This design comes from an exercise in tuning for small area, a short achievable clock period and few clock cycles per item on the open sky130 flow, not from production work.
In this exercise RTL edits were held to simulation tests only and were not proved equivalent to the original.
Power and IR drop assume default switching activity.

v29:
Design bpe, start of the top module:
module bpe (
    input  wire        clk,
    input  wire        rst,
    input  wire        reg_req,
    input  wire        reg_we,
    input  wire [5:0]  reg_addr,
    input  wire [31:0] reg_wdata,
    output reg  [31:0] reg_rdata,
    output wire        reg_ack,
    output wire        mem_req,
    output wire        mem_we,
    output wire [31:0] mem_addr,
    output wire [7:0]  mem_wdata,
    input  wire [7:0]  mem_rdata,
    input  wire        mem_ack,
    output wire        irq
);
  reg        ie;
  reg        done;
  reg        ovr;
  reg [1:0]  err;            
  reg [31:0] cmd;
  reg [31:0] wdata;
  reg [31:0] rdata;
  reg [31:0] result;
  reg [31:0] sbase;
  reg [28:0] slen;
  reg [31:0] spos;
  reg [31:0] dbase;
  reg [28:0] dlen;
  reg [31:0] dpos;
  localparam [31:0] CFG = 32'h0000_2000;
  localparam [1:0] S_IDLE = 2'd0,    
                   S_FIN  = 2'd1,    
                   S_SRC  = 2'd2,    
                   S_DST  = 2'd3;    
  reg [1:0] state;
  reg [1:0] code;            
  reg [2:0] k;               
  reg [31:0] addr;           
  reg [4:0] coh;             
  reg       rdone;           
  reg [7:0] old;             
  reg [31:0] val;            
  reg [2:0] sh;              
  reg [2:0] nm1;             
  ...
export LEC_CHECK = 0
export CAP_MARGIN = 5
export CORE_MARGIN = 2
export CORE_UTILIZATION = 50
export CTS_CLUSTER_DIAMETER = 80
export CTS_CLUSTER_SIZE = 20
export SETUP_SLACK_MARGIN = 4.2
export SLEW_MARGIN = 5
export TNS_END_PERCENT = 50
create_clock -name core_clock -period 10.0 [get_ports {clk}]
standard.sh (not shown) runs the stock make flow with config.mk's settings and CLKGATE_MAP_FILE= SYNTH_SCRIPT=/design/flow/synth_recipe.tcl, a recipe that flattens the netlist after the stock synthesis.
==> flow/flow/run.sh <==
#!/bin/bash
# The standard layout, with plain buffers (not delay cells) on the ports.
set -euo pipefail
bash standard.sh BUFFER_PORTS_ARGS="-buffer_cell sky130_fd_sc_hd__buf_2" finish > flow_make.log 2>&1
Testbench counts of v29, summed over its fixed seeds: cycles 39,462, commands 2,400.
## Diff of input files: v36 against v29
Settings: TNS_END_PERCENT no longer set, was 50; SETUP_SLACK_MARGIN now 4.5, was 4.2.
Findings:
- Across v29 and v36, none had a timing, DRC or antenna violation.
- Proportion of power drawn by flip-flops and latches | v36 below v29
- Compared to v29, the router laid down more metal wire for v36.
- Higher final cycle utilization of the critical path among v29 and v36: v29
- Between v29 and v36, the power per unit of standard cell area is lower for v36.
- Between v36 and v29, the total area of sequential cells does not differ in any meaningful way.
- As of v36, via count of the first global-routing pass had risen by a few percent compared to v29.
- v36 against v29: cell-internal power now sits higher, setup slack after layout rose 0.23 ns.
The inputs of v52 differ from those of v36 as listed below.
Settings: a change of SETUP_SLACK_MARGIN from 4.5 to 4.0.
### Flow results
Delta(total via count in the routed design, v52 - v36) < 0. Diff v52..v36 | count of flip-flops and latches | unchanged. Re layout overhead on the synthesized area: v36 was higher than v52. Number of instances resized during post-cts repair: v52 < v36. Count of buffer and inverter cells on the critical path: v52 vs v36 identical.


wip/willow:
Starting RTL as in the previous note.
Design bpe, start of the top module:
module bpe (
    input  wire        clk,
    input  wire        rst,
    input  wire        reg_req,
    input  wire        reg_we,
    input  wire [5:0]  reg_addr,
    input  wire [31:0] reg_wdata,
    output reg  [31:0] reg_rdata,
    output wire        reg_ack,
    output wire        mem_req,
    output wire        mem_we,
    output wire [31:0] mem_addr,
    output wire [7:0]  mem_wdata,
    input  wire [7:0]  mem_rdata,
    input  wire        mem_ack,
    output wire        irq
);
clock: 10.0 ns
lec_check: 0
cap_margin: 0
core_margin: 2
core_utilization: 50
cts_cluster_diameter: 80
cts_cluster_size: 20
setup_slack_margin: 4.2
slew_margin: 0
Scripts as last shown in full above: flow/flow/run.sh
Testbench counts of wip/willow, summed over its fixed seeds: cycles 39,462, commands 2,400.
Input-level comparison between wip/raven and wip/willow:
- SLEW_MARGIN: 0 -> 5
- CTS_CLUSTER_DIAMETER: 80 -> 90
- CTS_CLUSTER_SIZE: 20 -> 25
- CAP_MARGIN: 0 -> 5
Notes after the runs:
wip/raven ended up with a lower power per standard cell area than wip/willow did. The area used by multi-input combinational logic on wip/raven is in line with that on wip/willow. Compared with wip/willow, wip/raven shows power lower by 160 uW. Per the comparison of wip/raven with wip/willow, layout overhead on the synthesized area went down by 0.83 points, clock buffer count now smaller, wire length went up 0.34%.


bpe again, from the RTL that the note above started with.
export LEC_CHECK = 0
export CAP_MARGIN = 5
export CORE_MARGIN = 2
export CORE_UTILIZATION = 45
export CTS_CLUSTER_DIAMETER = 80
export CTS_CLUSTER_SIZE = 20
export SETUP_SLACK_MARGIN = 4.3
export SLEW_MARGIN = 5
create_clock -name core_clock -period 10.0 [get_ports {clk}]
Scripts as last shown in full above: flow/flow/run.sh
The baseline produced a clean layout.
Testbench counts at the start, summed over its fixed seeds: cycles 39,462, commands 2,400.
Edit:
==> flow/run.sh (new file) <==
#!/bin/bash
# synth_recipe.tcl (not shown) runs the flow's synth.tcl, then flattens the netlist and writes it again
# the make line also repeats each setting of config.mk as NAME=value (left out here)
make -C /OpenROAD-flow-scripts/flow DESIGN_CONFIG=/design/flow/config.mk WORK_HOME=/design/flow/orfs CLKGATE_MAP_FILE= SYNTH_SCRIPT=/design/flow/synth_recipe.tcl finish
- CAP_MARGIN: 5 -> 20
- CORE_UTILIZATION: 45 -> 40
- CTS_CLUSTER_DIAMETER: 80 -> not set
- CTS_CLUSTER_SIZE: 20 -> not set
- SETUP_SLACK_MARGIN: 4.3 -> 3.5
- SLEW_MARGIN: 5 -> 20
removed: flow/flow/run.sh
removed: flow/standard.sh
Hold slack is about the same.
Core utilization decreases by 5.0 points.
Setup slack degrades by 680 ps.
Via count hardly moves.
Edit:
==> flow/flow/run.sh (new file) <==
#!/bin/bash
# The standard layout, with plain buffers (not delay cells) on the ports.
set -euo pipefail
bash standard.sh BUFFER_PORTS_ARGS="-buffer_cell sky130_fd_sc_hd__buf_2" finish > flow_make.log 2>&1
==> flow/standard.sh (new file) <==
#!/bin/bash
# synth_recipe.tcl (not shown) runs the flow's synth.tcl, then flattens the netlist and writes it again
# the make line also repeats each setting of config.mk as NAME=value (left out here)
make -C /OpenROAD-flow-scripts/flow DESIGN_CONFIG=/design/flow/config.mk WORK_HOME=/design/flow/orfs CLKGATE_MAP_FILE= SYNTH_SCRIPT=/design/flow/synth_recipe.tcl "${@:-finish}"
- CAP_MARGIN: 20 -> 5
- CORE_UTILIZATION: 40 -> 62
- CTS_CLUSTER_DIAMETER: not set -> 80
- CTS_CLUSTER_SIZE: not set -> 20
- SETUP_SLACK_MARGIN: 3.5 -> 4.5
- SLEW_MARGIN: 20 -> 5
removed: flow/run.sh
What happened: Synthesized cell count stays the same. Routed wire length is higher by 1.9%. Total power is lower by 10%. Clock skew is lower by 20 ps. Worst setup slack improves by 740 ps. Flip-flop and latch count stays the same. Sequential power barely changes. Synthesized area stays the same.
Edit:
- CORE_UTILIZATION: 62 -> 50
- SETUP_SLACK_MARGIN: 4.5 -> 4.3
What happened:
- via count decreases by a few percent
- combinational power decreases by roughly a tenth
- non-clock buffer count decreases by 71
- synthesized cell count stays the same
- die area increases by a quarter to a third
- global-route usage decreases by 7.5 points
- setup slack degrades by 60 ps
- power increases slightly
- sequential share of layout area increases by 2.0 points
- area after synthesis is unchanged
Edit:
- GPL_TIMING_DRIVEN: not set -> 0
- SETUP_SLACK_MARGIN: 4.3 -> 4.2
Outcome: The changed run finished clean; non-clock buffer count rose by 96; clock-buffer cell count rose by 2; clock power stays flat; sequential power hardly moves; global-route usage rose by 6.6 points; hold slack stays flat; wire length rose by 18%; sequential share of layout area fell by 1.5 points; area after synthesis does not change; maximum frequency fell by 2.4%.
Edit:
- GPL_TIMING_DRIVEN: 0 -> not set
Outcome: Wire length fell by 15%. Final cell count goes down by about 4%. Clock power stays flat. Design area goes down by about 4.5%. Combinational power shrinks by about 13%.


Setup of run A:
Starting RTL as in the previous note.
export LEC_CHECK = 0
export CAP_MARGIN = 20
export CORE_MARGIN = 2
export CORE_UTILIZATION = 40
export SETUP_SLACK_MARGIN = 4.5
export SLEW_MARGIN = 20
create_clock -name core_clock -period 10.0 [get_ports {clk}]
run.sh (not shown) runs the stock make flow with config.mk's settings and CLKGATE_MAP_FILE= SYNTH_SCRIPT=/design/flow/synth_recipe.tcl, a recipe that flattens the netlist after the stock synthesis.
Stock flow here: none of the scripts above is used.
Testbench counts of run A, summed over its fixed seeds: cycles 39,462, commands 2,400.
What run B does differently from run A at the input level:
# run A
export LEC_CHECK = 0
export CAP_MARGIN = 20
export CORE_MARGIN = 2
export CORE_UTILIZATION = 40
export SETUP_SLACK_MARGIN = 4.5
export SLEW_MARGIN = 20
create_clock -name core_clock -period 10.0 [get_ports {clk}]
# run B
export LEC_CHECK = 0
export CAP_MARGIN = 5
export CORE_MARGIN = 2
export CORE_UTILIZATION = 50
export CTS_CLUSTER_DIAMETER = 80
export CTS_CLUSTER_SIZE = 20
export SETUP_SLACK_MARGIN = 4.7
export SLEW_MARGIN = 5
create_clock -name core_clock -period 10.0 [get_ports {clk}]
==> flow/flow/run.sh (new file) <==
#!/bin/bash
# The standard layout, with plain buffers (not delay cells) on the ports.
set -euo pipefail
bash standard.sh BUFFER_PORTS_ARGS="-buffer_cell sky130_fd_sc_hd__buf_2" finish > flow_make.log 2>&1
==> flow/standard.sh (new file) <==
#!/bin/bash
# synth_recipe.tcl (not shown) runs the flow's synth.tcl, then flattens the netlist and writes it again
# the make line also repeats each setting of config.mk as NAME=value (left out here)
make -C /OpenROAD-flow-scripts/flow DESIGN_CONFIG=/design/flow/config.mk WORK_HOME=/design/flow/orfs CLKGATE_MAP_FILE= SYNTH_SCRIPT=/design/flow/synth_recipe.tcl "${@:-finish}"
removed: flow/run.sh
Results
- Going from run A to run B, initial cell density of the core shows an increase of 10 points, global-route usage over all layers shows an increase of 7.3 points.
- The sequential cell count on run B is in line with that on run A.
- Run B ended up with a higher maximum cell stage delay along the critical path than run A did.
- Changes observed in run B relative to run A: wire length shows an increase of 3500 µm; clock distribution power shows a reduction of about 30%.

==> port drivers added, routing unchanged <==
The results above use ideal ports. As a check the final layouts listed here were re-extracted and re-timed, cells and wires unchanged. Step 1, drivers: a clkbuf_16 drives clk and a buf_2 each remaining input, both assumed. Step 2 also shifts input and output timing later by t, the mid clock arrival at the registers, as if the neighbouring blocks saw the same clock. Three values: ideal ports, drivers, drivers and shift; two values: the first two.
| run | shift t [ns] | slack for setup (ns) | worst register clock-pin slew, ns | cell pins on the clock port's net |
|---|---|---|---|---|
| v29 | 0.663 | 4.122 / 4.078 / 3.650 | 0.10 / 0.10 | 1 |
| v36 | 0.669 | 4.347 / 4.363 / 3.694 | 0.09 / 0.09 | 1 |
| v52 | 0.660 | 3.973 / 3.927 / 3.444 | 0.09 / 0.09 | 1 |
| wip/willow | 0.657 | 4.212 / 4.159 / 3.642 | 0.09 / 0.09 | 1 |
| wip/raven | 0.639 | 4.201 / 4.184 / 3.594 | 0.11 / 0.11 | 1 |
| the first run of note 3 | 0.673 | 4.268 / 4.289 / 3.634 | 0.09 / 0.09 | 1 |
| the second run of note 3 | 0.653 | 3.587 / 3.528 / 2.965 | 0.06 / 0.06 | 1 |
| the third run of note 3 | 0.643 | 4.324 / 4.353 / 3.713 | 0.09 / 0.09 | 1 |
| the fourth run of note 3 | 0.674 | 4.265 / 4.270 / 3.635 | 0.10 / 0.10 | 1 |
| the fifth run of note 3 | 0.686 | 4.125 / 4.096 / 3.509 | 0.10 / 0.10 | 1 |
| the sixth run of note 3 | 0.657 | 4.212 / 4.159 / 3.642 | 0.09 / 0.09 | 1 |
| run A | 0.669 | 4.475 / 4.414 / 3.827 | 0.07 / 0.07 | 1 |
| run B | 0.670 | 4.321 / 4.343 / 3.673 | 0.10 / 0.10 | 1 |
After both steps every run listed still meets setup and hold. For v36, which loses most, drivers alone change the setup slack by +0.016 ns; drivers and shift together by -0.653 ns.
